This is an optimization exercise on Yosys and OpenROAD, whose aim is small area, a short achievable clock period and few clock cycles per item, not a production implementation.
RTL that was checked went through simulation tests only; none was proved equivalent to the original.
Only the layout flow was run in runs 2 to 6; the RTL was not checked for function there.
No activity file was given, so power comes from the tool's default toggle rates.

==> flow/design.v <==
module rle_enc #(parameter SMART = 1) (
    input  wire        clk,
    input  wire        rst,
    input  wire        in_valid,
    output wire        in_ready,
    input  wire [31:0] in_data,    
    input  wire [2:0]  in_bytes,   
    input  wire        in_last,    
    output reg         out_valid,
    input  wire        out_ready,
    output reg  [15:0] out_desc,
    output reg         out_last
);
    reg        rdy;
    reg [31:0] b_data;
    reg [3:0]  v;
    reg [3:0]  sol;
    reg [3:0]  ev;
    reg        b_last;
    reg        run_act;
    reg        run_bit;
    reg [10:0] run_len;
    reg        at_cap;      
    reg [3:0]  cap;         
    reg        oc;          
    assign in_ready = rdy;
    wire in_fire  = in_valid && rdy;
    wire out_free = !out_valid || out_ready;
    function [8:0] inc9;
        input [8:0] x;
        integer k;
        begin
            inc9[0] = ~x[0];
            for (k = 1; k < 9; k = k + 1)
                inc9[k] = x[k] ^ (&(x | ~((9'd1 << k) - 9'd1)));
        end
    endfunction
    function [3:0] first_of;
        input [3:0] m;
        first_of = m & ~{m[2:0], 1'b0} & ~{m[1:0], 2'b0} & ~{m[0], 3'b0};
    endfunction
    wire [31:0] n_data  = in_data;
    wire [2:0]  n_bytes = in_bytes;
    wire        n_last  = in_last;
    wire [3:0]  n_v     = (n_bytes == 3'd1) ? 4'b0001 :
                          (n_bytes == 3'd2) ? 4'b0011 :
                          (n_bytes == 3'd3) ? 4'b0111 : 4'b1111;
    wire [3:0]  n_sol, n_bt, n_ev;
    genvar g;
    generate
        for (g = 0; g < 4; g = g + 1) begin : cls
            wire [7:0] b = n_data[31 - 8 * g -: 8];
            wire hz = ~|b[7:4], hf = &b[7:4], lz = ~|b[3:0], lf = &b[3:0];
            assign n_sol[g] = (hz && lz) || (hf && lf);
            assign n_bt[g]  = b[7];
        end
        for (g = 0; g < 3; g = g + 1) begin : brk
            wire same = n_sol[g + 1] && (n_bt[g + 1] == n_bt[g]);
            assign n_ev[g] = !n_sol[g] || (n_v[g + 1] ? !same : n_last);
        end
    endgenerate
    assign n_ev[3] = !n_sol[3] || n_last;
    wire [3:0] bt    = {b_data[7], b_data[15], b_data[23], b_data[31]};
    wire [3:0] first = v & ~{v[2:0], 1'b0};
    wire [3:0] lastv = v & ~{1'b0, v[3:1]};
    wire       busy  = |v;
    wire       p_sol = |(first & sol);
    wire       p_bit = |(first & bt);
    wire [7:0] p_byte = ({8{first[0]}} & b_data[31:24]) | ({8{first[1]}} & b_data[23:16]) |
                        ({8{first[2]}} & b_data[15:8])  | ({8{first[3]}} & b_data[7:0]);
    wire [3:0] evr   = ev & v;
    wire [3:0] evc   = (ev | cap) & v;
    wire [3:0] f1c   = first_of(evc);
    wire [3:0] f1r   = first_of(evr);
    wire [3:0] le1   = {~|f1c[2:0], ~|f1c[1:0], ~f1c[0], 1'b1};    
    wire [3:0] ev2   = evr & ~le1;
    wire [3:0] f2r   = first_of(ev2);
    wire       has1c = |evc;
    wire       has1r = |evr;
    wire       has2  = |ev2;
    wire [3:0] stop  = oc ? f1r : f2r;
    wire [3:0] ge_st = {|stop, |stop[2:0], |stop[1:0], stop[0]};
    wire       quiet = !oc && !has1c;    
    wire       go    = busy && (quiet || out_free);
    wire [3:0] v_nxt = quiet ? 4'b0000 : (v & ge_st);
    wire [1:0] rl    = run_len[1:0];
    wire [8:0] up    = run_len[10:2];
    wire [8:0] up1   = inc9(up);
    wire [10:0] sum0 = {(rl == 2'd3) ? up1 : up, rl + 2'd1};
    wire [10:0] sum1 = {rl[1]        ? up1 : up, rl + 2'd2};
    wire [10:0] sum2 = {(rl != 2'd0) ? up1 : up, rl + 2'd3};
    wire [10:0] sum3 = {up1, rl};
    wire [3:0] sel   = quiet ? lastv : f1c;
    wire [10:0] sum  = ({11{sel[0]}} & sum0) | ({11{sel[1]}} & sum1) |
                       ({11{sel[2]}} & sum2) | ({11{sel[3]}} & sum3);
    wire [1:0] lo_q  = rl + {lastv[3] | lastv[2], lastv[3] | lastv[1]} + 2'd1;
    wire       cy_q  = lastv[3] || (lastv[2] && rl != 2'd0) || (lastv[1] && rl[1]) ||
                       (lastv[0] && rl == 2'd3);
    wire       near_q = cy_q ? (up == 9'h1FE) : (&up);    
    wire [3:0] afirst = oc ? first : {f1c[2:0], 1'b0};
    wire [3:0] absb  = v & ~ge_st & (oc ? 4'b1111 : ~le1);
    wire [2:0] b_cnt = {lastv[3], lastv[2] | lastv[1], lastv[2] | lastv[0]};    
    wire       has_st = |stop;
    wire [1:0] e_idx = {f1c[3] | f1c[2], f1c[3] | f1c[1]};
    wire [1:0] l_idx = {lastv[3] | lastv[2], lastv[3] | lastv[1]};
    reg  [1:0] l_m_e;    
    always @* begin
        case ({l_idx, e_idx})
            4'b01_00, 4'b10_01, 4'b11_10: l_m_e = 2'd1;
            4'b10_00, 4'b11_01:           l_m_e = 2'd2;
            4'b11_00:                     l_m_e = 2'd3;
            default:                      l_m_e = 2'd0;
        endcase
    end
    wire [10:0] len_a = has_st ? (oc ? 11'd0 : {9'h1FF, ~e_idx}) :
                        (oc ? {8'd0, b_cnt} : {9'd0, l_m_e});
    wire       e_raw = !oc && !p_sol;   
    wire       e_last = b_last && !oc && |(f1c & lastv);
    wire       r_bit = run_act ? run_bit : p_bit;
    wire       act_n  = busy ? (oc || !(|(evc & lastv))) : run_act;
    wire       bit_n  = busy ? |(lastv & bt) : run_bit;
    wire [3:0] hit47  = {run_len == 11'd2043, run_len == 11'd2044, run_len == 11'd2045,
                         run_len == 11'd2046};
    wire       atc_n  = busy ? (quiet && |(lastv & hit47)) : at_cap;
    wire       capish = (busy && &run_len[10:5]) || at_cap || (|cap);    
    wire       oc_n   = act_n && (atc_n || !n_sol[0] || (n_bt[0] != bit_n));
    wire [3:0] nevc   = n_ev & n_v;
    wire       n_none = !oc_n && nevc == 4'b0000;
    wire       n_one  = oc_n ? (nevc == 4'b0000) : (first_of(nevc) == nevc);
    wire       emit_now = go && !quiet;
    wire       bud_sure = !emit_now && !(out_valid && !out_ready);
    wire       sure   = !capish && (n_none || (SMART && n_one && bud_sure));
    wire       left   = busy && !(go && v_nxt == 4'b0000);
    always @(posedge clk) begin
        if (rst) begin
            rdy       <= 1'b1;
            oc        <= 1'b0;
            v         <= 4'b0000;
            run_act   <= 1'b0;
            run_len   <= 11'd0;
            at_cap    <= 1'b0;
            cap       <= 4'b0000;
            out_valid <= 1'b0;
        end else begin
            if (out_valid && out_ready)
                out_valid <= 1'b0;
            if (go) begin
                v <= v_nxt;
                if (quiet) begin
                    run_act <= 1'b1;
                    run_len <= sum;
                    at_cap  <= near_q && lo_q == 2'd3;
                    cap     <= {1'b0, near_q && lo_q == 2'd0, near_q && lo_q == 2'd1,
                                near_q && lo_q == 2'd2};
                end else begin
                    out_valid <= 1'b1;
                    run_act <= |absb;
                    run_len <= len_a;
                    at_cap  <= 1'b0;
                    cap     <= 4'b0000;
                end
            end
            if (in_fire)
                v <= n_v;
            rdy <= in_fire ? sure : !left;
            oc  <= in_fire ? oc_n : (oc && !go);
        end
    end
    always @(posedge clk) begin
        if (go) begin
            if (quiet) begin
                run_bit <= r_bit;
            end else begin
                out_last <= e_last;
                if (e_raw)
                    out_desc <= {8'h00, p_byte};
                else
                    out_desc <= {1'b1, r_bit, 3'b000, oc ? run_len : sum};
                run_bit <= |(afirst & bt);
            end
        end
        if (rdy) begin
            b_data <= n_data;
            sol    <= n_sol;
            ev     <= n_ev;
            b_last <= n_last;
        end
    end
endmodule
module rle_dec (
    input  wire        clk,
    input  wire        rst,
    input  wire        in_valid,
    output wire        in_ready,
    input  wire [15:0] in_desc,
    input  wire        in_last,    
    output reg         out_valid,
    input  wire        out_ready,
    output reg  [31:0] out_data,   
    output reg  [2:0]  out_bytes,  
    output reg         out_last
);
    reg        s_valid;
    reg        s_free;      
    reg        s_rle;
    reg        s_bit;
    reg [10:0] s_len;       
    reg        s_last;
    reg        s_prod;      
    reg        s_short;     
    reg        d_valid;
    reg        d_rle;
    reg        d_bit;
    reg [10:0] d_rem;
    reg        d_last;
    reg        d_short;     
    reg        d_z;         
    reg [1:0]  cnt;
    reg        full;
    function [8:0] dec9;
        input [8:0] x;
        integer k;
        begin
            dec9[0] = ~x[0];
            for (k = 1; k < 9; k = k + 1)
                dec9[k] = x[k] ^ ~(|(x & ((9'd1 << k) - 9'd1)));
        end
    endfunction
    assign in_ready = s_free;
    wire in_fire = in_valid && !s_valid;
    wire stall   = out_valid && !out_ready;
    wire in_prod = !in_desc[15] || (in_desc[10:0] != 11'd0);
    wire       in_short = in_desc[10:3] == 8'd0;
    wire       d_prod = d_valid && (!d_rle || !d_z);
    wire [2:0] r      = d_rem[2:0];
    wire       lt1    = (cnt == 2'd0) && (r == 3'd0);
    wire       lt2    = (cnt == 2'd0) ? (r <= 3'd1) : (cnt == 2'd1) ? (r == 3'd0) : 1'b0;
    wire       lt3    = (cnt == 2'd0) ? (r <= 3'd2) : (cnt == 2'd1) ? (r <= 3'd1) :
                        (cnt == 2'd2) ? (r == 3'd0) : 1'b0;
    wire       le4    = (cnt == 2'd0) ? (r <= 3'd4) : (cnt == 2'd1) ? (r <= 3'd3) :
                        (cnt == 2'd2) ? (r <= 3'd2) : (r <= 3'd1);
    wire       eq4    = (cnt == 2'd0) ? (r == 3'd4) : (cnt == 2'd1) ? (r == 3'd3) :
                        (cnt == 2'd2) ? (r == 3'd2) : (r == 3'd1);
    wire       fits   = d_short && le4;
    wire [3:0] ge_c   = {1'b1, cnt != 2'd3, !cnt[1], cnt == 2'd0};
    wire [3:0] at_c   = {cnt == 2'd3, cnt == 2'd2, cnt == 2'd1, cnt == 2'd0};
    wire [3:0] wr     = (full || !d_valid) ? 4'b0000 :
                        !d_rle ? at_c :
                        fits ? (ge_c & {eq4, !lt3, !lt2, !lt1}) : ge_c;
    wire       n4     = d_valid && !full && (d_rle ? (!fits || eq4) : cnt == 2'd3);
    wire [2:0] n_run  = eq4 ? 3'd4 : (!lt3 && !lt2 && !lt1) ? 3'd3 : (!lt2 && !lt1) ? 3'd2 :
                        !lt1 ? 3'd1 : 3'd0;
    wire [2:0] n      = full ? 3'd4 : !d_valid ? {1'b0, cnt} :
                        !d_rle ? {cnt == 2'd3, cnt == 2'd1 || cnt == 2'd2, !cnt[0]} :
                        fits ? n_run : 3'd4;
    wire       d_done = d_valid && (full ? !d_prod : (!d_rle || fits));
    wire [2:0] lo     = {1'b0, d_rem[1:0]} + {1'b0, cnt};
    wire [8:0] hi_m1  = dec9(d_rem[10:2]);
    wire [10:0] rem_n = {lo[2] ? d_rem[10:2] : hi_m1, lo[1:0]};
    wire [7:0] d_byte = d_rle ? {8{d_bit}} : d_rem[7:0];
    wire       in_prod_q = !in_desc[15] || (in_desc[3:0] != 4'd0);
    wire       next_prod = s_valid ? s_prod : (in_fire && in_prod_q);
    wire       emit_last = d_done && d_last;
    wire       emit_full = full ? d_prod : (n4 && (!d_done || next_prod));
    wire       emit      = emit_last || emit_full;
    wire       d_free    = !d_valid || d_done;
    always @(posedge clk) begin
        if (rst) begin
            s_valid   <= 1'b0;
            s_free    <= 1'b1;
            d_valid   <= 1'b0;
            cnt       <= 2'd0;
            full      <= 1'b0;
            out_valid <= 1'b0;
        end else if (!stall) begin
            out_valid <= emit;
            if (emit) begin
                cnt  <= 2'd0;
                full <= 1'b0;
            end else begin
                cnt  <= n[1:0];
                full <= n[2];
            end
            if (d_free) begin
                if (s_valid) begin
                    d_valid <= 1'b1;
                    s_valid <= 1'b0;
                    s_free  <= 1'b1;
                end else begin
                    d_valid <= in_fire;
                end
            end else if (in_fire) begin
                s_valid <= 1'b1;
                s_free  <= 1'b0;
            end
        end else if (in_fire) begin
            s_valid <= 1'b1;
            s_free  <= 1'b0;
        end
    end
    always @(posedge clk) begin
        if (!stall) begin
            if (emit) begin
                out_bytes <= n;
                out_last  <= emit_last;
            end
            if (wr[0]) out_data[31:24] <= d_byte;
            if (wr[1]) out_data[23:16] <= d_byte;
            if (wr[2]) out_data[15:8]  <= d_byte;
            if (wr[3]) out_data[7:0]   <= d_byte;
            if (d_rle && !full && !fits) begin
                d_rem   <= rem_n;
                d_short <= rem_n[10:3] == 8'd0;
                d_z     <= 1'b0;
            end
            if (d_free) begin
                if (s_valid) begin
                    d_rle   <= s_rle;
                    d_bit   <= s_bit;
                    d_rem   <= s_len;
                    d_short <= s_short;
                    d_z     <= !s_prod;
                    d_last  <= s_last;
                end else begin
                    d_rle   <= in_desc[15];
                    d_bit   <= in_desc[14];
                    d_rem   <= in_desc[10:0];
                    d_short <= in_short;
                    d_z     <= in_desc[10:0] == 11'd0;
                    d_last  <= in_last;
                end
            end
        end
        if (!s_valid) begin
            s_rle   <= in_desc[15];
            s_bit   <= in_desc[14];
            s_len   <= in_desc[10:0];
            s_last  <= in_last;
            s_prod  <= in_prod;
            s_short <= in_short;
        end
    end
endmodule
module rle_codec (
    input  wire        clk,
    input  wire        rst,
    input  wire        enc_in_valid,
    output wire        enc_in_ready,
    input  wire [31:0] enc_in_data,
    input  wire [2:0]  enc_in_bytes,
    input  wire        enc_in_last,
    output wire        enc_out_valid,
    input  wire        enc_out_ready,
    output wire [15:0] enc_out_desc,
    output wire        enc_out_last,
    input  wire        dec_in_valid,
    output wire        dec_in_ready,
    input  wire [15:0] dec_in_desc,
    input  wire        dec_in_last,
    output wire        dec_out_valid,
    input  wire        dec_out_ready,
    output wire [31:0] dec_out_data,
    output wire [2:0]  dec_out_bytes,
    output wire        dec_out_last
);
    rle_enc u_enc (
        .clk(clk), .rst(rst),
        .in_valid(enc_in_valid), .in_ready(enc_in_ready),
        .in_data(enc_in_data), .in_bytes(enc_in_bytes), .in_last(enc_in_last),
        .out_valid(enc_out_valid), .out_ready(enc_out_ready),
        .out_desc(enc_out_desc), .out_last(enc_out_last)
    );
    rle_dec u_dec (
        .clk(clk), .rst(rst),
        .in_valid(dec_in_valid), .in_ready(dec_in_ready),
        .in_desc(dec_in_desc), .in_last(dec_in_last),
        .out_valid(dec_out_valid), .out_ready(dec_out_ready),
        .out_data(dec_out_data), .out_bytes(dec_out_bytes), .out_last(dec_out_last)
    );
endmodule
==> flow/flow/run.sh <==
#!/bin/bash
set -euo pipefail
export BUFFER_PORTS_ARGS="-buffer_cell sky130_fd_sc_hd__buf_1"
bash standard.sh > standard_make.log 2>&1
==> flow/standard.sh <==
#!/bin/bash
# synth_recipe.tcl (not shown) runs the flow's synth.tcl, then flattens the netlist and writes it again
# the make line also repeats each setting of config.mk as NAME=value (left out here)
make -C /OpenROAD-flow-scripts/flow DESIGN_CONFIG=/design/flow/config.mk WORK_HOME=/design/flow/orfs CLKGATE_MAP_FILE= SYNTH_SCRIPT=/design/flow/synth_recipe.tcl "${@:-finish}"
==> flow/config.mk <==
export PLATFORM = sky130hd
export DESIGN_NAME = rle_codec
export DESIGN_NICKNAME = rle_codec
export VERILOG_FILES = /design/flow/design.v
export SDC_FILE = /design/flow/constraint.sdc
export NUM_CORES = 4
export LEC_CHECK = 0
export CAP_MARGIN = 20
export CORE_MARGIN = 2
export CORE_UTILIZATION = 40
export CTS_BUF_LIST = sky130_fd_sc_hd__clkbuf_4 sky130_fd_sc_hd__clkbuf_8
export CTS_CLUSTER_DIAMETER = 100
export CTS_CLUSTER_SIZE = 40
export SETUP_SLACK_MARGIN = 3.5
export SLEW_MARGIN = 20
==> flow/constraint.sdc <==
create_clock -name core_clock -period 6.0 [get_ports {clk}]
set_input_delay 1.2000 -clock core_clock [delete_from_list [all_inputs] [get_ports {clk}]]
set_output_delay 1.2000 -clock core_clock [all_outputs]
set_load 0.01 [all_outputs]
==> results.yml, run 1 <==
grt:
  antenna_found_initial: 0
  first_global_vias: 5528
  grt_usage_pct: 18.4
  grt_pass1_wl_um: 29500
  grt_max_degree: 45
  overflow: 0
timing:
  finalSetupViolCount: 0
  layout_setup_ws_ns: 3.56
  drv_slew: 0
  final_hold_viol_count: 0
  finalCriticalPeriod_ns: 2.44
  hold_ws_ns: 0.475
  finalClockSkew_ns: 0.0118
  slew_headroom_pct: 25.9
  fmax_ghz: 0.409
  fin_crit_sh_pct: 40.7
  setup_tns_ns: 0
  worst_pin_slew_ns: 1.10
  rsz0062_at_grt: "true"
drt:
  drtIter0Drc: 519
  vias_per_cell: 5.60
  drt-total-wl_um: 19600
  wire_per_inst_um: 17.4
  route.detailed.drc: 0
  ant_nets: 0
  dr.pass1.iters: 7
  vias: 6325
yosys:
  async_reset_ff_share_pct: 0
  syn_area_um2: 7770
  synth.most_common_cell: "edfxtp_1"
  synth-seq-cells: 154
  synth_top_area_share_pct: 42.1
  synth_top_cells_by_count: "109 x edfxtp_1, 53 x o21ai_0, 52 x nor2_1"
  ys_types: 68
  synth_edf_count: 109
  yosys_warnings: 2
  synth_top_area_cell: "edfxtp_1"
  syn_area_per_cell_um2: 10.6
  synth_flop_cell: "edfxtp_1"
  synthCells: 731
  ys_seq_area_share_pct: 53.7
  synth_top_cells_by_area: "edfxtp_1 42%, dfxtp_1 12%, o21ai_0 3.4%"
worst_setup_path:
  worstSetupPathType: "register to register"
  crit_fanout: 14
  crit_start: "u_enc.oc"
  path_delay_family: "compound AO/OA/AOI/OAI gates"
  r2r-end: "u_enc.out_desc[7]"
  cp_num_buf_inv: 2
  worstReg2RegStart: "u_enc.oc"
  crit_path_max_incr_delay_ns: 0.42
  cp.required_ns: 6.17
  r2r_cells: 7
  critPathCaptureType: "register"
  crit_chain: "buf_12 -> clkinvlp_4 -> o311ai_0 -> a21boi_1 -> or3_4 -> a221oi_4 -> a31oi_1"
  path_depth: 7
  worst_ep_arrival_time_ns: 2.61
  ff2ff_setup_slack_ns: 3.56
  slowest_stage: "or3_4"
  crit_path_end: "u_enc.out_desc[7]"
  startpoint_type: "register"
pwr:
  pwr_density_cell_nw_per_um2: 326
  power_leakage_nw: 3.26
  vdd_drop_max_mv: 0.163
placed_design:
  place_hpwl_um: 13700
  io_buffers: 109
  gp_congestion: 0.870
  post-place-ws_ns: 2.61
die:
  initial_utilization_pct: 41.1
  fp.dieH_um: 143
  core.rowCount: 50
  io_pins: 116
  core_area_um2: 18900
  dieArea_um2: 20600
  die_x_um: 143
finish:
  final_nets: 935
  nFillCells: 1782
  final-seq-area_um2: 4200
  syn_to_final_growth_pct: 20.1
  drive_gt1_share_pct: 18.0
  multiInputGateArea_um2: 3580
  num_antenna_cells: 0
clock_tree:
  clockRootBuffer: "clkbuf_8"
  clock_latency_ns: 0.45
  cts_made_buffers: 17
  cts.clk_slew.worst_paths_ns: 0.09
  h-tree-depth: 4
  cts_hold_buf: 0
  cts_buffer_depth: 2
  cts.sinks: 154
  tritoncts: "built"
job:
  maxCapViolations: 0
outcome:
  status: "timing/DRC/antenna clean"
worst_hold_path:
  hold_path.class: "register to register"
power by group:
part,total (mW),switching (mW),internal [mW],leakage [nW]
clock,0.740,0.438,0.302,0.185
combinational,0.851,0.518,0.333,1.63
sequential,1.45,0.114,1.34,1.44
total,3.04,1.07,1.97,3.26
routing by layer:
layer / global-route usage [%] / share of wire, %
met2: 27.5 / 46
met5: 0 / 0
met3: 3.47 / 6.5
met4: 4.80 / 1.3
met1: 27.4 / 47
layout make-up:
type | instances | share of cell area [%]
timing repair buffer | 143 | 7.59
sequential | 154 | 45.0
clock inverter | 14 | 1.46
inverter | 39 | 1.61
clock buffer | 17 | 2.51
multi-input combinational | 502 | 38.3
tap | 260 | 3.49
cell usage in the layout (no fill, tap or decap), drive strengths merged, types with 4 or more instances in the layout:
cell type,count
a21oi,41
nand2,41
edfxtp,109
o21a,4
nor4,7
dfxtp,45
ha,18
o21ai,54
nand4,14
nor3,20
nor2b,12
nand2b,10
o32ai,4
or4,8
or3,5
inv,45
and2,7
and3,7
xnor2,10
a22o,5
buf,141
clkbuf,19
a211oi,10
o221ai,5
nand3,23
a31oi,20
a22oi,17
o21bai,4
clkinv,6
a221oi,10
mux2i,7
xor2,4
a21boi,7
o211ai,10
nor2,52
mux2,22
kinds of logic after synthesis:
logic type	Yosys count	share of synthesized area (%)
flip-flops	154	53.7
XOR/XNOR	14	1.58
AND/OR/NAND/NOR	214	14.1
buffers and inverters	78	4.33
adder cells (fa/ha/maj)	19	3.16
other	1	0.0483
multiplexers	29	4.09
AO/OA/AOI/OAI	222	18.9
state kept, by name, summed over array words and instances, names as in the netlist, 2 cells and up:
name / flops
u_dec.cnt: 2
u_dec.d_rem: 11
u_dec.out_bytes: 3
u_dec.out_data: 32
u_dec.s_len: 11
u_enc.b_data: 32
u_enc.cap: 3
u_enc.ev: 4
u_enc.out_desc: 13
u_enc.run_len: 11
u_enc.sol: 4
u_enc.v: 4
per-stage QoR:
| stage | utilization (%) | cell area, um^2 | total power [mW] | cells |
|---|---|---|---|---|
| after floorplan | - | 7820 | 1.96 | 733 |
| after global placement | 44.7 | 8440 | 2.19 | 1073 |
| after detailed placement | 44.7 | 8440 | 2.20 | 1073 |
| after CTS | 47.4 | 8960 | 2.97 | 1110 |
| after global routing | 49.4 | 9330 | 3.20 | 1129 |
| final | 49.4 | 9330 | 3.04 | 1129 |
worst min-delay path by stage:
stage | startpoint | cells past startpoint | endpoint | slack (ns)
after floorplan | u_dec.s_short | 2 | u_dec.s_short | 0.43
final | u_dec.s_len[8] | 2 | u_dec.s_len[8] | 0.47
after detailed placement | u_dec.s_len[8] | 2 | u_dec.s_len[8] | 0.46
after global routing | u_dec.s_len[0] | 1 | u_dec.s_len[0] | 0.50
after global placement | u_dec.s_len[8] | 2 | u_dec.s_len[8] | 0.45
after CTS | u_dec.s_len[8] | 2 | u_dec.s_len[8] | 0.48
timing repair:
| item | CTS | global route |
|---|---|---|
| endpoints found under the setup margin | 66 | 52 |
| setup buffers | 6 | 17 |
| pin swaps | 2 | 12 |
| cloned | 0 | 2 |
| gates resized for setup | 35 | 50 |
worst reg2reg max path: stages, from the launching register on:
cell	delay, ns
dfxtp_4	0.40
buf_12	0.17
clkinvlp_4	0.18
o311ai_0	0.35
a21boi_1	0.20
or3_4	0.42
a221oi_4	0.35
a31oi_1	0.08
Testbench counts, summed over its fixed seeds: cycles 28,756, bytes 104,336.
==> inputs of run 2 (changes only) <==
--- a/flow/design.v
+++ b/flow/design.v
@@ -11,7 +11,8 @@
     output reg  [15:0] out_desc,
     output reg         out_last
 );
-    reg        rdy;
+    reg        rdy;         
+    reg        nrdy;        
     reg [31:0] b_data;
     reg [3:0]  v;
     reg [3:0]  sol;
@@ -24,7 +25,7 @@
     reg [3:0]  cap;         
     reg        oc;          
     assign in_ready = rdy;
-    wire in_fire  = in_valid && rdy;
+    wire in_fire  = in_valid && !nrdy;
     wire out_free = !out_valid || out_ready;
     function [8:0] inc9;
         input [8:0] x;
@@ -134,6 +135,7 @@
     always @(posedge clk) begin
         if (rst) begin
             rdy       <= 1'b1;
+            nrdy      <= 1'b0;
             oc        <= 1'b0;
             v         <= 4'b0000;
             run_act   <= 1'b0;
@@ -162,7 +164,8 @@
             end
             if (in_fire)
                 v <= n_v;
-            rdy <= in_fire ? sure : !left;
+            rdy  <= in_fire ? sure : !left;
+            nrdy <= in_fire ? !sure : left;
             oc  <= in_fire ? oc_n : (oc && !go);
         end
     end
@@ -179,7 +182,7 @@
                 run_bit <= |(afirst & bt);
             end
         end
-        if (rdy) begin
+        if (!nrdy) begin
             b_data <= n_data;
             sol    <= n_sol;
             ev     <= n_ev;
--- a/flow/config.mk
+++ b/flow/config.mk
@@ -9,7 +9,5 @@
 export CORE_MARGIN = 2
 export CORE_UTILIZATION = 40
 export CTS_BUF_LIST = sky130_fd_sc_hd__clkbuf_4 sky130_fd_sc_hd__clkbuf_8
-export CTS_CLUSTER_DIAMETER = 100
-export CTS_CLUSTER_SIZE = 40
 export SETUP_SLACK_MARGIN = 3.5
 export SLEW_MARGIN = 20
==> run 2 against run 1 <==
Against the previous run:
- non-clock buffer count up 11
- via count is 1.8% lower
- clock-buffer cell count up 2
- critical endpoint is now u_enc.run_len[2]
- sequential cell count is 1 higher
- worst setup slack lost 0.068 ns
- sequential share of layout area decreased by 0.27 points
- critical path type unchanged
- die area up 0.64%
==> results.yml, run 2 <==
finish:
  drive_gt1_share_pct: 19.2
  final_nets: 943
  layout_common_cells: "109 x edfxtp_1, 106 x buf_1, 64 x nor2_1"
  biggestRegsByFlops: "u_dec.out_data (32), u_enc.b_data (32), u_enc.out_desc (13)"
  final_common_cell: "edfxtp_1"
  nFillCells: 1820
  syn_to_final_growth_pct: 20.4
  final-seq-area_um2: 4210
  multiInputGateArea_um2: 3550
  num_antenna_cells: 0
  final_cell_area_um2: 9420
worst_setup_path:
  worst_ep_arrival_time_ns: 2.82
  worstSetupPathType: "register to register"
  critPathCaptureType: "register"
  crit_fanout: 9
  cp.required_ns: 6.31
  cp_common_cell: "a32o_1"
  slowest_stage: "edfxtp_1"
  crit_path_max_incr_delay_ns: 0.55
  crit_chain: "buf_4 -> a32o_1 -> a32o_1 -> a311oi_4 -> or2_1 -> nand2_4 -> a311oi_2 -> a211oi_1"
  r2r_cells: 8
  startpoint_type: "register"
yosys:
  synth_top_cells_by_count: "109 x edfxtp_1, 72 x nor2_1, 49 x nand2_1"
  synth_top_area_share_pct: 41.9
  ys_seq_area_share_pct: 53.6
  synth_top_cells_by_area: "edfxtp_1 42%, dfxtp_1 12%, mux2_2 3.6%"
  syn_area_um2: 7820
  ys_types: 80
  synthCells: 734
  synth-seq-cells: 155
  synth_top_area_cell: "edfxtp_1"
  synth_flop_cell: "edfxtp_1"
  syn_area_per_cell_um2: 10.7
  synth.most_common_cell: "edfxtp_1"
  async_reset_ff_share_pct: 0
  yosys_warnings: 2
  synth_edf_count: 109
grt:
  antenna_found_initial: 0
  first_global_vias: 5675
  overflow: 0
  grt_pass1_wl_um: 29300
  grt_usage_pct: 18.2
  grt_max_degree: 43
timing:
  hold_ws_ns: 0.472
  final_hold_viol_count: 0
  worst_pin_slew_ns: 0.919
  finalSetupViolCount: 0
  slew_headroom_pct: 38.6
  finalClockSkew_ns: 0.0107
  finalCriticalPeriod_ns: 2.51
  fin_crit_sh_pct: 41.8
  setup_tns_ns: 0
  rsz0062_at_grt: "true"
  fmax_ghz: 0.398
  drv_slew: 0
pwr:
  pwr_density_cell_nw_per_um2: 333
  power_leakage_nw: 3.36
  p_int_mw: 2.09
  power_mw: 3.14
  vdd_drop_max_mv: 0.156
  switching_share_pct: 33.3
  power.share.clock_pct: 24.8
  power_switching_mw: 1.05
  p_comb_share_pct: 28.6
  power_frac_seq_pct: 46.6
placed_design:
  gp_congestion: 0.882
  placed_area_um2: 8440
  io_buffers: 109
  place_hpwl_um: 13100
clock_tree:
  clockRootBuffer: "clkbuf_8"
  h-tree-depth: 4
  cts_buffer_depth: 2
  cts.clk_slew.worst_paths_ns: 0.08
  cts.sinks: 155
  tritoncts: "built"
  cts_made_buffers: 17
  clock_latency_ns: 0.44
  cts_hold_buf: 0
drt:
  drtIter0Drc: 593
  vias: 6212
  dr.pass1.iters: 5
  route.detailed.drc: 0
  vias_per_cell: 5.44
  drt-total-wl_um: 18900
  wire_per_inst_um: 16.6
  ant_nets: 0
die:
  dieArea_um2: 20700
  fp.dieH_um: 144
  core_area_um2: 19300
  io_pins: 116
  initial_utilization_pct: 40.4
  die_x_um: 144
  core.rowCount: 51
job:
  maxCapViolations: 0
worst_hold_path:
  whs_path_depth: 2
  hold_path.class: "register to register"
outcome:
  status: "timing/DRC/antenna clean"
==> run 2: cell count changes after synthesis, sizes merged, moves of 5 or more <==
cell | before | now
and2 | 7 | 1
a32o | 0 | 5
nand2 | 41 | 50
clkbuf | 24 | 29
a31oi | 20 | 13
nor2 | 52 | 72
or3 | 5 | 0
o21ai | 54 | 37
==> run 2: kinds of logic (layout without fill, tap and decap cells) <==
logic type | after synthesis | after routing | synth area share, %
fa+ha+maj | 19 | 19 | 3.14
buf+inv | 83 | 224 | 4.35
simple gates | 229 | 229 | 14.3
mux | 36 | 36 | 5.01
flops | 155 | 155 | 53.6
compound gates | 199 | 199 | 18.2
xor+xnor | 12 | 12 | 1.34
other cells | 1 | 3 | 0.0480
==> run 2: metal layers <==
layer	part of all wire (%)	vias to the layer above	track usage, %
met5	0	-	0
met3	5.1	23	3.33
met1	46	2976	25.2
li1	-	3025	-
met2	47	188	28.7
met4	1.5	0	6.14
==> run 2: through the flow <==
stage                     worst slack, ns  cells  utilization [%]
final                                3.49   1142             48.7
after global routing                 3.40   1142             48.7
after CTS                            3.49   1120             46.9
after detailed placement             2.69   1072             43.7
after global placement               2.66   1072             43.7
after floorplan                      3.37    736                -
==> run 2: area by class of cell <==
cell class	count	area share, %
Clock buffer	19	2.64
Timing Repair Buffer	154	8.33
Clock inverter	12	1.47
Sequential cell	155	44.7
Tap cell	265	3.52
Inverter	39	1.59
Multi-Input combinational cell	498	37.7
==> run 2: repair_timing <==
action                     CTS  global route
pin swaps                    5            13
resized for setup           30            39
setup endpoints to repair   86            51
setup buffers               17            22
==> run 2: worst max-delay path, delay by kind of cell (launching register included) <==
family          cells  cell delay [ns]
compound gates      5             1.24
buf+inv             1             0.21
flops               1             0.55
simple gates        2             0.36
==> run 2: power by group through the flow <==
stage	logic [mW]	clock network (mW)	registers, mW
final	0.898	0.779	1.46
after global routing	0.997	0.837	1.49
after CTS	0.822	0.801	1.46
after detailed placement	0.757	0	1.49
after global placement	0.749	0	1.49
after floorplan	0.557	0	1.46
==> run 2: final timing paths <==
kind	endpoint	slack, ns	start
min	u_dec.s_short	0.47	u_dec.s_short
min reg2reg	u_dec.s_short	0.47	u_dec.s_short
max reg2reg	u_enc.run_len[2]	3.49	u_enc.ev[1]
max	u_enc.run_len[2]	3.49	u_enc.ev[1]
==> inputs of run 3 (changes only) <==
--- a/flow/config.mk
+++ b/flow/config.mk
@@ -7,7 +7,7 @@
 export LEC_CHECK = 0
 export CAP_MARGIN = 20
 export CORE_MARGIN = 2
-export CORE_UTILIZATION = 40
+export CORE_UTILIZATION = 45
 export CTS_BUF_LIST = sky130_fd_sc_hd__clkbuf_4 sky130_fd_sc_hd__clkbuf_8
 export SETUP_SLACK_MARGIN = 3.5
 export SLEW_MARGIN = 20
==> run 3 against run 2 <==
Against the previous run:
- sequential cell count is the same
- final area decreased by 2.0%
- maximum frequency grew 0.33%
- clock skew increased by 0.0061 ns
- hold slack worse by 0.0032 ns
- critical path depth rose by 1
- sequential share of layout area is 0.95 points higher
- wire length increased by 3.8%
- critical path type is now primary input to register
- highest routed layer unchanged
==> results.yml, run 3 <==
placed_design:
  post-place-ws_ns: 2.64
  io_buffers: 109
  placed_area_um2: 8390
  gp_congestion: 0.920
  place_hpwl_um: 13600
pwr:
  pwr_density_cell_nw_per_um2: 332
  vdd_drop_max_mv: 0.147
  power_leakage_nw: 3.28
die:
  dieArea_um2: 18400
  initial_utilization_pct: 45.7
  io_pins: 116
  core.rowCount: 48
  core_area_um2: 17100
  die_x_um: 136
  fp.dieH_um: 136
clock_tree:
  h-tree-depth: 4
  cts.sinks: 155
  clock_latency_ns: 0.46
  tritoncts: "built"
  cts_buffer_depth: 2
  cts_made_buffers: 17
  cts.clk_slew.worst_paths_ns: 0.09
  clockRootBuffer: "clkbuf_8"
grt:
  antenna_found_initial: 0
  overflow: 0
  grt_max_degree: 44
  grt_pass1_wl_um: 30500
  grt_usage_pct: 21.4
  first_global_vias: 5972
yosys:
  synth.most_common_cell: "edfxtp_1"
  synth-compound-area-share_pct: 18.2
  ys_seq_area_share_pct: 53.6
  synth-xor-area-share_pct: 1.34
  synth_top_area_cell: "edfxtp_1"
  synthCells: 734
  synth_top_cells_by_count: "109 x edfxtp_1, 72 x nor2_1, 49 x nand2_1"
  synth-seq-cells: 155
  muxShareOfSynthArea_pct: 5.01
  async_reset_ff_share_pct: 0
  synth_top_family_by_area: "compound AO/OA/AOI/OAI gates"
  yosys.area_share.adder_pct: 3.14
  syn_area_um2: 7820
  synth_top_area_share_pct: 41.9
  ys_types: 80
  synthSimpleGateAreaFrac_pct: 14.3
  syn_area_per_cell_um2: 10.7
  synth_top_cells_by_area: "edfxtp_1 42%, dfxtp_1 12%, mux2_2 3.6%"
  yosys_warnings: 2
  synth_flop_cell: "edfxtp_1"
  synth_edf_count: 109
drt:
  vias: 6321
  drtIter0Drc: 624
  dr.pass1.iters: 6
  ant_nets: 0
  route.detailed.drc: 0
  wire_per_inst_um: 17.9
  vias_per_cell: 5.77
  drt-total-wl_um: 19600
timing:
  rsz0062_at_grt: "true"
  worst_pin_slew_ns: 0.911
  finalCriticalPeriod_ns: 2.50
  drv_slew: 0
  finalSetupViolCount: 0
  final_hold_viol_count: 0
  layout_setup_ws_ns: 3.50
  fmax_ghz: 0.400
  finalClockSkew_ns: 0.0167
  hold_ws_ns: 0.469
  fin_crit_sh_pct: 41.7
  slew_headroom_pct: 38.7
  setup_tns_ns: 0
finish:
  final_common_cell: "edfxtp_1"
  final_nets: 935
  final_cell_area_um2: 9230
  syn_to_final_growth_pct: 18.0
  biggestRegsByFlops: "u_dec.out_data (32), u_enc.b_data (32), u_enc.out_desc (13)"
  layout_common_cells: "109 x edfxtp_1, 108 x buf_1, 67 x nor2_1"
  num_antenna_cells: 0
  drive_gt1_share_pct: 17.2
worst_setup_path:
  cp.required_ns: 6.32
  worst_ep_arrival_time_ns: 2.82
  crit_fanout: 4
  slowest_stage: "or4_1"
  worstSetupPathType: "primary input to register"
  cp_common_cell: "nand3_1"
  startpoint_type: "primary input"
  crit_chain: "buf_1 -> or4_1 -> nor2_1 -> o211ai_1 -> a21oi_2 -> a311o_1 -> nand3_1 -> nand3_1 -> a311oi_1"
  critPathCaptureType: "register"
  cp_num_buf_inv: 1
  crit_path_max_incr_delay_ns: 0.56
  path_delay_family: "simple AND/OR/NAND/NOR gates"
outcome:
  status: "timing/DRC/antenna clean"
job:
  maxCapViolations: 0
worst_hold_path:
  hold_path.class: "register to register"
run 3: cell counts after synthesis:
No cell type changed its count.
run 3: stage by stage:
step | utilization, % | cells | power (mW)
finish | 53.9 | 1095 | 3.06
global route | 53.9 | 1095 | 3.24
detailed placement | 49.0 | 1032 | 2.25
global placement | 49.0 | 1032 | 2.23
floorplan | - | 736 | 2.01
CTS | 52.7 | 1081 | 3.05
run 3: cells by family after synthesis:
group / count (synthesis)
mux: 36
other cells: 1
buf+inv: 83
xor+xnor: 12
flops: 155
fa+ha+maj: 19
simple gates: 229
compound gates: 199
run 3: cell type report:
class,count,area (um^2)
multi-input cells,498,3470
repair buffers,146,748
flip-flops and latches,155,4210
clock inverters,13,111
inverters,39,150
fillers,1550,7890
well taps,225,282
clock buffers,19,249
run 3: tightest hold or removal path, cell delays in order (launching register included):
cell     delay (ns)
dfxtp_1        0.32
nand2_1        0.05
o31ai_1        0.07
run 3: per-layer routing:
| layer | share of wire, % | GRT usage (%) | vias to the layer above |
|---|---|---|---|
| li1 | - | - | 3019 |
| met3 | 6.9 | 4.33 | 40 |
| met5 | 0 | 0 | - |
| met1 | 41 | 26.1 | 2992 |
| met2 | 49 | 37.1 | 270 |
| met4 | 2.6 | 8.62 | 0 |
run 3: worst paths after layout:
path / cells past startpoint / end / start / slack (ns)
setup reg to reg: 9 / u_enc.out_desc[5] / u_enc.oc / 3.54
hold reg to reg: 2 / u_dec.s_short / u_dec.s_short / 0.47
hold / removal: 2 / u_dec.s_short / u_dec.s_short / 0.47
setup / recovery: 9 / u_enc.nrdy / enc_in_data[17] / 3.50
run 3: power by group:
| group | internal (mW) | switching [mW] |
|---|---|---|
| sequential | 1.35 | 0.117 |
| clock | 0.305 | 0.417 |
| combinational | 0.344 | 0.527 |
| total | 2.00 | 1.06 |
run 3: what timing repair did:
action,CTS,global route
endpoints found under the setup margin,83,40
buffers inserted,17,13
gates resized for setup,34,22
cloned,0,1
hold buffers,0,0
pin swaps,9,3
==> inputs of run 4 (changes only) <==
--- a/flow/design.v
+++ b/flow/design.v
@@ -1,4 +1,4 @@
-module rle_enc #(parameter SMART = 1) (
+module rle_enc #(parameter SMART = 0) (
     input  wire        clk,
     input  wire        rst,
     input  wire        in_valid,
--- a/flow/config.mk
+++ b/flow/config.mk
@@ -7,7 +7,7 @@
 export LEC_CHECK = 0
 export CAP_MARGIN = 20
 export CORE_MARGIN = 2
-export CORE_UTILIZATION = 45
+export CORE_UTILIZATION = 40
 export CTS_BUF_LIST = sky130_fd_sc_hd__clkbuf_4 sky130_fd_sc_hd__clkbuf_8
 export SETUP_SLACK_MARGIN = 3.5
 export SLEW_MARGIN = 20
==> run 4 against run 3 <==
Against the previous run:
- non-clock buffer count decreased by 10
- sequential share of layout area rose by 0.081 points
- first-iteration DRC count unchanged
- clock-buffer cell count fell by 2
- critical path type is now register to register
- die area up 12%
- largest power group unchanged
- total power decreased by 0.34%
==> results.yml, run 4 <==
drt:
  drt-total-wl_um: 19700
  route.detailed.drc: 0
  dr.pass1.iters: 6
  vias: 6329
  wire_per_inst_um: 17.4
  drtIter0Drc: 624
  vias_per_cell: 5.60
  ant_nets: 0
worst_setup_path:
  critPathCaptureType: "register"
  startpoint_type: "register"
  worstSetupPathType: "register to register"
  worst_ep_arrival_time_ns: 2.87
  crit_fanout: 17
  cp.required_ns: 6.33
die:
  initial_utilization_pct: 40.4
  fp.dieH_um: 144
  dieArea_um2: 20700
  core.rowCount: 51
  die_x_um: 144
  io_pins: 116
  core_area_um2: 19300
yosys:
  synth_top_cells_by_area: "edfxtp_1 42%, dfxtp_1 12%, mux2_2 3.3%"
  synth.most_common_cell: "edfxtp_1"
  async_reset_ff_share_pct: 0
  synth_edf_count: 109
  synth-seq-cells: 155
  yosys_warnings: 2
  synth_top_cells_by_count: "109 x edfxtp_1, 56 x nand2_1, 52 x nor2_1"
  synth_flop_cell: "edfxtp_1"
  ys_types: 83
  synth_top_area_share_pct: 41.9
  synth_top_area_cell: "edfxtp_1"
  syn_area_per_cell_um2: 10.6
  synthCells: 738
  syn_area_um2: 7810
  ys_seq_area_share_pct: 53.7
grt:
  grt_usage_pct: 18.8
  overflow: 0
  grt_pass1_wl_um: 30200
  antenna_found_initial: 0
  first_global_vias: 5583
  grt_max_degree: 43
finish:
  biggestRegsByFlops: "u_dec.out_data (32), u_enc.b_data (32), u_enc.out_desc (13)"
  final_nets: 931
  final_core_util_pct: 47.6
  syn_to_final_growth_pct: 17.7
  final_common_cell: "edfxtp_1"
  drive_gt1_share_pct: 17.3
  num_antenna_cells: 0
  layout_common_cells: "109 x edfxtp_1, 108 x buf_1, 54 x nand2_1"
timing:
  final_hold_viol_count: 0
  rsz0062_at_grt: "true"
  drv_slew: 0
  fmax_ghz: 0.395
  worst_pin_slew_ns: 0.827
  finalSetupViolCount: 0
  setup_tns_ns: 0
  hold_ws_ns: 0.472
  slew_headroom_pct: 44.8
  fin_crit_sh_pct: 42.2
  finalClockSkew_ns: 0.0139
  finalCriticalPeriod_ns: 2.53
clock_tree:
  cts.clk_slew.worst_paths_ns: 0.09
  tritoncts: "built"
  cts_buffer_depth: 2
  cts.sinks: 155
  cts_hold_buf: 0
  cts_made_buffers: 17
  clock_latency_ns: 0.45
  h-tree-depth: 4
  clockRootBuffer: "clkbuf_8"
worst_hold_path:
  hold_path.class: "register to register"
outcome:
  status: "timing/DRC/antenna clean"
pwr:
  vdd_drop_max_mv: 0.137
  pwr_density_cell_nw_per_um2: 332
  power_leakage_nw: 3.13
  power_mw: 3.05
placed_design:
  gp_congestion: 0.908
  io_buffers: 109
  place_hpwl_um: 13600
job:
  maxCapViolations: 0
run 4: cell types whose count changed after synthesis, moves of 7 or more:
cell / delta
inv_1: -8
mux2i_1: -8
nor2_1: -20
a21oi_1: +10
nand2_1: +7
or3_1: +8
run 4: repair_timing:
action,4_1_cts,5_1_grt
setup endpoints to repair,92,76
setup buffers,9,10
resized for setup,28,31
pin swaps,4,7
hold endpoints to repair,0,0
run 4: metrics by stage:
step / area, um^2 / std cells / setup slack, ns
2_1_floorplan: 7880 / 740 / 3.46
3_3_place_gp: 8480 / 1080 / 2.17
3_5_place_dp: 8480 / 1080 / 2.16
4_1_cts: 9020 / 1121 / 3.41
5_1_grt: 9200 / 1131 / 3.41
6_report: 9200 / 1131 / 3.47
run 4: final cells by class:
type                            instances  area (um^2)
Clock buffer                           17          234
Tap cell                              265          332
Timing Repair Buffer                  136          623
Fill cell                            1802        10100
Inverter                               30          120
Multi-Input combinational cell        513         3550
Sequential cell                       155         4210
Clock inverter                         15          131
run 4: cells by family after synthesis:
| group | share of synthesized area [%] |
|---|---|
| flops | 53.7 |
| simple gates | 16.3 |
| buf+inv | 4.00 |
| xor+xnor | 1.35 |
| mux | 3.70 |
| fa+ha+maj | 3.14 |
| other cells | 0.0480 |
| compound gates | 17.8 |
run 4: path summary, 6_finish.rpt:
check             endpoint           from  slack [ns]  depth (start not counted)
max              u_enc.rdy     u_enc.v[1]        3.47                          8
min          u_dec.s_short  u_dec.s_short        0.47                          2
max reg2reg      u_enc.rdy     u_enc.v[1]        3.47                          8
min reg2reg  u_dec.s_short  u_dec.s_short        0.47                          2
run 4: per-layer routing:
metal / global-route usage, % / wire [um] / share of wire [%]
met1: 27.4 / 9350 / 47
met2: 28.5 / 8960 / 45
met3: 3.83 / 1110 / 5.6
met4: 5.11 / 276 / 1.4
met5: 0 / 0 / 0
run 4: worst max-delay path, cell delays in order (launching register included):
cell and delay [ns]:
dfxtp_2 0.60, o21a_1 0.41, nor3_2 0.13, and2_2 0.29, o21ai_4 0.19, clkinvlp_4 0.20, nand3_1 0.15, a21oi_1 0.10
or3_1 0.34
run 4: power breakdown:
part	internal (mW)	switching [mW]
clock	0.300	0.434
combinational	0.307	0.538
sequential	1.36	0.112
total	1.97	1.08
==> inputs of run 5 (changes only) <==
--- a/flow/config.mk
+++ b/flow/config.mk
@@ -9,5 +9,5 @@
 export CORE_MARGIN = 2
 export CORE_UTILIZATION = 40
 export CTS_BUF_LIST = sky130_fd_sc_hd__clkbuf_4 sky130_fd_sc_hd__clkbuf_8
-export SETUP_SLACK_MARGIN = 3.5
+export SETUP_SLACK_MARGIN = 3.6
 export SLEW_MARGIN = 20
==> run 5 against run 4 <==
Against the previous run:
- largest power group unchanged
- critical path depth grew 2
- hold slack gained 0.0026 ns
- register-to-register slack gained 0.11 ns
- critical path type unchanged
- largest cell class unchanged
- wire length grew 2.4%
- final cell count grew 2.2%
- utilization grew 2.5 points
- sequential cell count is the same
- synthesized area is the same
- maximum frequency grew 4.6%
- first-iteration DRC count grew 14%
- clock skew grew 0.0084 ns
- clock power grew 6.0%
==> results.yml, run 5 <==
yosys:
  synth_flop_cell: "edfxtp_1"
  synth_top_area_cell: "edfxtp_1"
  synth.most_common_cell: "edfxtp_1"
  syn_area_per_cell_um2: 10.6
  synth_top_area_share_pct: 41.9
  syn_area_um2: 7810
  async_reset_ff_share_pct: 0
  synth-seq-cells: 155
  yosys_warnings: 2
  synth_edf_count: 109
  ys_seq_area_share_pct: 53.7
  synthCells: 738
  synth_top_cells_by_area: "edfxtp_1 42%, dfxtp_1 12%, mux2_2 3.3%"
  synth_top_cells_by_count: "109 x edfxtp_1, 56 x nand2_1, 52 x nor2_1"
  ys_types: 83
timing:
  slew_headroom_pct: 42.4
  rsz0062_at_grt: "true"
  finalClockSkew_ns: 0.0223
  finalSetupViolCount: 0
  setup_tns_ns: 0
  fmax_ghz: 0.413
  fin_crit_sh_pct: 40.4
  finalCriticalPeriod_ns: 2.42
  worst_pin_slew_ns: 0.864
  drv_slew: 0
  final_hold_viol_count: 0
worst_setup_path:
  r2r_cells: 10
  cp.required_ns: 6.34
  crit_fanout: 4
  ff2ff_setup_slack_ns: 3.58
  worstReg2RegStart: "u_enc.ev[0]"
  crit_chain: "buf_6 -> o21ai_4 -> buf_6 -> nand4_1 -> buf_4 -> a211oi_2 -> nor4_4 -> o22ai_2 -> a2111oi_4 -> or3_1"
  crit_path_max_incr_delay_ns: 0.48
  cp_common_cell: "buf_6"
  worst_ep_arrival_time_ns: 2.76
  r2r-end: "u_enc.rdy"
  startpoint_type: "register"
  critPathCaptureType: "register"
  worstSetupPathType: "register to register"
  slowest_stage: "edfxtp_1"
outcome:
  status: "timing/DRC/antenna clean"
worst_hold_path:
  worstHoldEndpoint: "u_dec.s_short"
  whs_path_depth: 2
  hp-start: "u_dec.s_short"
  hold_path.class: "register to register"
die:
  io_pins: 116
  initial_utilization_pct: 40.4
  dieArea_um2: 20700
  die_x_um: 144
  core_area_um2: 19300
  fp.dieH_um: 144
  core.rowCount: 51
finish:
  final_common_cell: "edfxtp_1"
  num_antenna_cells: 0
  layout_common_cells: "109 x edfxtp_1, 100 x buf_1, 54 x nand2_1"
  drive_gt1_share_pct: 23.7
  biggestRegsByFlops: "u_dec.out_data (32), u_enc.b_data (32), u_enc.out_desc (13)"
  final_nets: 956
  final_core_util_pct: 50.1
  syn_to_final_growth_pct: 24.0
  final_cell_area_um2: 9690
placed_design:
  io_buffers: 109
  gp_congestion: 0.915
  place_hpwl_um: 13700
  placed_area_um2: 8500
drt:
  vias_per_cell: 5.57
  vias: 6440
  dr.pass1.iters: 7
  wire_per_inst_um: 17.4
  route.detailed.drc: 0
  drt-total-wl_um: 20200
  ant_nets: 0
  drtIter0Drc: 709
clock_tree:
  cts_buffer_depth: 2
  cts.clk_slew.worst_paths_ns: 0.09
  tritoncts: "built"
  cts_hold_buf: 0
  cts_made_buffers: 17
  clock_latency_ns: 0.46
  cts.sinks: 155
  h-tree-depth: 4
  clockRootBuffer: "clkbuf_8"
pwr:
  power_leakage_nw: 3.34
  vdd_drop_max_mv: 0.181
  pwr_density_cell_nw_per_um2: 328
job:
  maxCapViolations: 0
grt:
  grt_pass1_wl_um: 30500
  antenna_found_initial: 0
  grt_most_used_layer: "met2"
  overflow: 0
  use_met1_pct: 27.3
  use_met3_pct: 4.23
  grt_max_degree: 43
  grt_usage_pct: 19.1
  first_global_vias: 5727
  met2_usage_pct: 28.9
[run 5: cell types whose count changed in the layout (fill, tap and decap cells not counted), moves of 5 or more]
| cell | before | now |
|---|---|---|
| buf_1 | 108 | 100 |
| buf_4 | 25 | 45 |
| buf_6 | 2 | 9 |
| clkbuf_2 | 0 | 6 |
| a21oi_1 | 48 | 43 |
| a21oi_2 | 4 | 9 |
| nor4_1 | 10 | 5 |
[run 5: layout make-up]
class,count,area [um^2]
Fill cell,1776,9650
Sequential cell,155,4220
Multi-Input combinational cell,513,3770
Timing Repair Buffer,161,860
Tap cell,265,332
Clock buffer,19,255
Clock inverter,13,131
Inverter,30,124
[run 5: logic make-up (layout without fill, tap and decap cells)]
family,count (synthesis),in the layout,synth area share [%]
adder cells (fa/ha/maj),19,19,3.14
flip-flops,155,155,53.7
AND/OR/NAND/NOR,248,248,16.3
other,1,3,0.0480
buffers and inverters,72,223,4.00
multiplexers,26,26,3.70
AO/OA/AOI/OAI,205,205,17.8
XOR/XNOR,12,12,1.35
[run 5: how the worst max path moves through the flow]
stage,from,to,slack (ns),depth (start not counted)
5_1_grt,u_enc.ev[0],u_enc.rdy,3.49,10
6_report,u_enc.ev[0],u_enc.rdy,3.58,10
3_3_place_gp,u_enc.v[1],u_enc.rdy,2.30,8
3_5_place_dp,u_enc.v[1],u_enc.rdy,2.26,8
4_1_cts,enc_in_data[25],u_enc.nrdy,3.50,8
2_1_floorplan,enc_in_data[29],u_enc.rdy,3.46,7
[run 5: metrics by stage]
step	power [mW]	hold slack (ns)	worst slack, ns	std cells
finish	3.18	0.475	3.58	1156
global route	3.35	0.489	3.49	1156
CTS	3.09	0.482	3.50	1129
detailed placement	2.26	0.460	2.26	1081
global placement	2.25	0.455	2.30	1081
floorplan	2.01	0.427	3.46	740
[run 5: power breakdown]
group | switching (mW) | total [mW] | internal, mW
Clock | 0.424 | 0.778 | 0.354
Combinational | 0.570 | 0.933 | 0.362
Sequential | 0.107 | 1.47 | 1.36
[run 5: worst max-delay path, delay by kind of cell, from the launching register on]
kind	cells	cell delay [ns]
flip-flops	1	0.48
AND/OR/NAND/NOR	3	0.60
AO/OA/AOI/OAI	4	0.73
buffers and inverters	3	0.50
[run 5: layer usage]
layer / share of wire (%) / vias to the layer above
li1: - / 3107
met1: 46 / 3091
met2: 46 / 223
met3: 6.4 / 19
met4: 1.2 / 0
met5: 0 / -
[run 5: timing repair]
| action | in CTS | in global routing |
|---|---|---|
| gates resized for setup | 42 | 87 |
| setup buffers | 16 | 26 |
| cloned | 0 | 1 |
| pin swaps | 8 | 20 |
| endpoints found under the setup margin | 99 | 80 |
==> inputs of run 6 (changes only) <==
--- a/flow/design.v
+++ b/flow/design.v
@@ -1,4 +1,4 @@
-module rle_enc #(parameter SMART = 0) (
+module rle_enc #(parameter SMART = 1) (
     input  wire        clk,
     input  wire        rst,
     input  wire        in_valid,
@@ -128,9 +128,11 @@
     wire [3:0] nevc   = n_ev & n_v;
     wire       n_none = !oc_n && nevc == 4'b0000;
     wire       n_one  = oc_n ? (nevc == 4'b0000) : (first_of(nevc) == nevc);
-    wire       emit_now = go && !quiet;
+    wire       early  = in_fire && oc_n && !capish && (!busy || quiet) && out_free;
+    wire       emit_now = go && !quiet || early;
     wire       bud_sure = !emit_now && !(out_valid && !out_ready);
-    wire       sure   = !capish && (n_none || (SMART && n_one && bud_sure));
+    wire       e_none = nevc == 4'b0000;
+    wire       sure   = !capish && (early ? e_none : (n_none || (SMART && n_one && bud_sure)));
     wire       left   = busy && !(go && v_nxt == 4'b0000);
     always @(posedge clk) begin
         if (rst) begin
@@ -162,11 +164,18 @@
                     cap     <= 4'b0000;
                 end
             end
+            if (early) begin
+                out_valid <= 1'b1;
+                run_act   <= 1'b0;
+                run_len   <= 11'd0;
+                at_cap    <= 1'b0;
+                cap       <= 4'b0000;
+            end
             if (in_fire)
                 v <= n_v;
             rdy  <= in_fire ? sure : !left;
             nrdy <= in_fire ? !sure : left;
-            oc  <= in_fire ? oc_n : (oc && !go);
+            oc  <= in_fire ? (oc_n && !early) : (oc && !go);
         end
     end
     always @(posedge clk) begin
@@ -182,6 +191,10 @@
                 run_bit <= |(afirst & bt);
             end
         end
+        if (early) begin
+            out_last <= 1'b0;
+            out_desc <= {1'b1, bit_n, 3'b000, busy ? sum : run_len};
+        end
         if (!nrdy) begin
             b_data <= n_data;
             sol    <= n_sol;
--- a/flow/config.mk
+++ b/flow/config.mk
@@ -9,5 +9,5 @@
 export CORE_MARGIN = 2
 export CORE_UTILIZATION = 40
 export CTS_BUF_LIST = sky130_fd_sc_hd__clkbuf_4 sky130_fd_sc_hd__clkbuf_8
-export SETUP_SLACK_MARGIN = 3.6
+export SETUP_SLACK_MARGIN = 3.5
 export SLEW_MARGIN = 20
==> run 6 against run 5 <==
Against the previous run:
- register-to-register slack got worse by 0.06 ns
- synthesized area is 4.1% higher
- sequential power about the same
- critical endpoint is now u_enc.out_desc[5]
==> results.yml, run 6 <==
clock_tree:
  cts_buffer_depth: 2
  cts_hold_buf: 0
  cts_made_buffers: 17
  cts.sinks: 155
  h-tree-depth: 4
  tritoncts: "built"
  clock_latency_ns: 0.47
  cts.clk_slew.worst_paths_ns: 0.09
  clockRootBuffer: "clkbuf_8"
worst_setup_path:
  worst_ep_arrival_time_ns: 2.72
  crit_fanout: 7
  critPathCaptureType: "register"
  cp.required_ns: 6.23
  crit_path_max_incr_delay_ns: 0.47
  crit_chain: "o21ai_1 -> buf_4 -> nand4_1 -> buf_6 -> a311o_1 -> o2111ai_4 -> nand4_4 -> buf_12 -> mux2i_1 -> a221o_1"
  startpoint_type: "register"
  cp_num_buf_inv: 3
  worstSetupPathType: "register to register"
  slowest_stage: "edfxtp_1"
  path_delay_family: "compound AO/OA/AOI/OAI gates"
yosys:
  ys_seq_area_share_pct: 51.3
  ys_types: 79
  synth_edf_count: 107
  synthCells: 771
  synth.most_common_cell: "edfxtp_1"
  syn_area_per_cell_um2: 10.5
  synth_flop_cell: "edfxtp_1"
  async_reset_ff_share_pct: 0
  synth_top_cells_by_area: "edfxtp_1 40%, dfxtp_1 12%, mux2_2 3.5%"
  synth_top_area_share_pct: 39.5
  synth-seq-cells: 155
  synth_top_cells_by_count: "107 x edfxtp_1, 60 x nor2_1, 49 x a21oi_1"
  synth_top_area_cell: "edfxtp_1"
  yosys_warnings: 2
  syn_area_um2: 8130
outcome:
  status: "timing/DRC/antenna clean"
pwr:
  power_switching_mw: 1.15
  power_frac_seq_pct: 45.7
  power_leakage_nw: 3.44
  p_comb_share_pct: 30.6
  pwr_density_cell_nw_per_um2: 331
  p_int_mw: 2.08
  switching_share_pct: 35.7
  vdd_drop_max_mv: 0.162
  power.share.clock_pct: 23.7
drt:
  drt-total-wl_um: 22200
  route.detailed.drc: 0
  drtIter0Drc: 646
  vias_per_cell: 5.75
  dr.pass1.iters: 5
  ant_nets: 0
  vias: 6812
  wire_per_inst_um: 18.7
finish:
  drive_gt1_share_pct: 20.2
  layout_common_cells: "107 x edfxtp_1, 99 x buf_1, 55 x nor2_1"
  final_nets: 980
  syn_to_final_growth_pct: 20.1
  fin_cells: 1185
  biggestRegsByFlops: "u_dec.out_data (32), u_enc.b_data (32), u_enc.out_desc (13)"
  final_core_util_pct: 48.5
  final_common_cell: "edfxtp_1"
  num_antenna_cells: 0
placed_design:
  place_hpwl_um: 14600
  gp_congestion: 0.903
  placed_cells: 1114
  io_buffers: 109
die:
  core.rowCount: 52
  io_pins: 116
  core_area_um2: 20100
  die_x_um: 147
  initial_utilization_pct: 40.4
  fp.dieH_um: 147
  dieArea_um2: 21500
job:
  maxCapViolations: 0
timing:
  setup_tns_ns: 0
  fin_crit_sh_pct: 41.4
  rsz0062_at_grt: "true"
  final_hold_viol_count: 0
  fmax_ghz: 0.403
  slew_headroom_pct: 42.2
  finalCriticalPeriod_ns: 2.48
  drv_slew: 0
  finalSetupViolCount: 0
  finalClockSkew_ns: 0.0150
  worst_pin_slew_ns: 0.866
grt:
  grt_pass1_wl_um: 34600
  overflow: 0
  grt_usage_pct: 20.6
  first_global_vias: 6222
  grt_max_degree: 42
  antenna_found_initial: 1
worst_hold_path:
  hold_path.class: "register to register"
## run 6: changes by cell type after synthesis, moves of 7 or more
| cell | before | now |
|---|---|---|
| nor2_1 | 52 | 60 |
| a22oi_1 | 16 | 8 |
| clkbuf_1 | 25 | 16 |
| nand2_1 | 56 | 44 |
| buf_6 | 0 | 7 |
| nor3_1 | 25 | 17 |
| a22o_1 | 2 | 12 |
| mux2i_1 | 3 | 11 |
| nor2b_1 | 9 | 16 |
| o21ai_0 | 31 | 44 |
## run 6: metal layers
metal / track usage [%] / up-vias / part of all wire [%]
met5: 0 / - / 0.068
met4: 6.99 / 2 / 2.0
met3: 4.59 / 36 / 7.4
met2: 29.2 / 274 / 44
met1: 31.0 / 3291 / 47
li1: - / 3209 / -
## run 6: cell families (layout without fill, tap and decap cells)
logic type               after synthesis  in the layout  share of synthesized area, %
AND/OR/NAND/NOR                      243            247                          15.5
AO/OA/AOI/OAI                        228            228                          19.4
flip-flops                           155            155                          51.3
buffers and inverters                 78            216                          4.69
multiplexers                          36             36                          4.82
adder cells (fa/ha/maj)               19             19                          3.02
XOR/XNOR                              11             11                          1.19
other                                  1              3                        0.0461
## run 6: metrics by stage
step / total power [mW] / area [um^2] / hold slack (ns) / setup WS, ns
finish: 3.23 / 9760 / 0.481 / 3.52
global route: 3.42 / 9760 / 0.494 / 3.40
CTS: 3.19 / 9560 / 0.483 / 3.45
detailed placement: 2.34 / 8780 / 0.462 / 2.15
global placement: 2.33 / 8780 / 0.439 / 2.21
floorplan: 2.09 / 8240 / 0.427 / 3.36
## run 6: cell type report
cell class / count / area (um^2)
multi-input combinational: 544 / 3930
fill: 1869 / 10300
clock buffer: 18 / 241
tap: 270 / 338
inverter: 33 / 131
clock inverter: 14 / 134
sequential: 155 / 4190
timing repair buffer: 151 / 791
## run 6: worst paths after layout
check,start,depth (start not counted),endpoint,slack [ns]
max,u_enc.ev[0],10,u_enc.out_desc[5],3.52
min reg2reg,u_dec.s_len[9],1,u_dec.s_len[9],0.48
max reg2reg,u_enc.ev[0],10,u_enc.out_desc[5],3.52
min,u_dec.s_len[9],1,u_dec.s_len[9],0.48
## run 6: power by group through the flow
| stage | logic (mW) | registers, mW | clock network (mW) |
|---|---|---|---|
| finish | 0.989 | 1.48 | 0.767 |
| floorplan | 0.601 | 1.48 | 0 |
| global route | 1.09 | 1.50 | 0.830 |
| global placement | 0.835 | 1.50 | 0 |
| CTS | 0.930 | 1.48 | 0.782 |
| detailed placement | 0.844 | 1.50 | 0 |
## run 6: repair_timing
action                                  4_1_cts  5_1_grt
setup buffers                                27        8
pin swaps                                    11       11
cloned                                        2        2
resized for setup                            47       37
endpoints found under the setup margin       91       83

## static timing again, ports no longer ideal
In the flow no input, the clock included, has a driving cell. The finished layouts below were timed again as built, in two steps.
Step 1 (the two cells are an assumption about what drives the block):
set clk [get_ports {clk}]
set_driving_cell -lib_cell sky130_fd_sc_hd__clkbuf_16 $clk
set_driving_cell -lib_cell sky130_fd_sc_hd__buf_2 [delete_from_list [all_inputs] $clk]
Step 2, shift: input delay + t, output delay - t, t = (earliest + latest rising clock arrival at the registers) / 2. This alone moves slack from input paths to output paths.
Three values: ideal ports, drivers, drivers and shift; two values: the first two.
run | shift t [ns] | slack for setup (ns) | hold slack, ns | worst slew at a driven data input, ns
run 1 | 0.492 | 3.557 / 3.530 / 3.104 | 0.475 / 0.475 / 0.475 | 0.03
run 2 | 0.480 | 3.489 / 3.489 / 3.117 | 0.472 / 0.472 / 0.472 | 0.03
run 3 | 0.492 | 3.498 / 3.517 / 3.025 | 0.469 / 0.469 / 0.469 | 0.04
run 4 | 0.488 | 3.465 / 3.465 / 3.099 | 0.472 / 0.472 / 0.472 | 0.06
run 5 | 0.495 | 3.578 / 3.578 / 3.120 | 0.475 / 0.475 / 0.475 | 0.06
run 6 | 0.506 | 3.517 / 3.517 / 3.032 | 0.481 / 0.481 / 0.481 | 0.04
After both steps setup and hold are still met in every run listed. For run 6, which loses most, drivers alone change the setup slack by 0.000 ns; drivers and shift together by -0.485 ns.
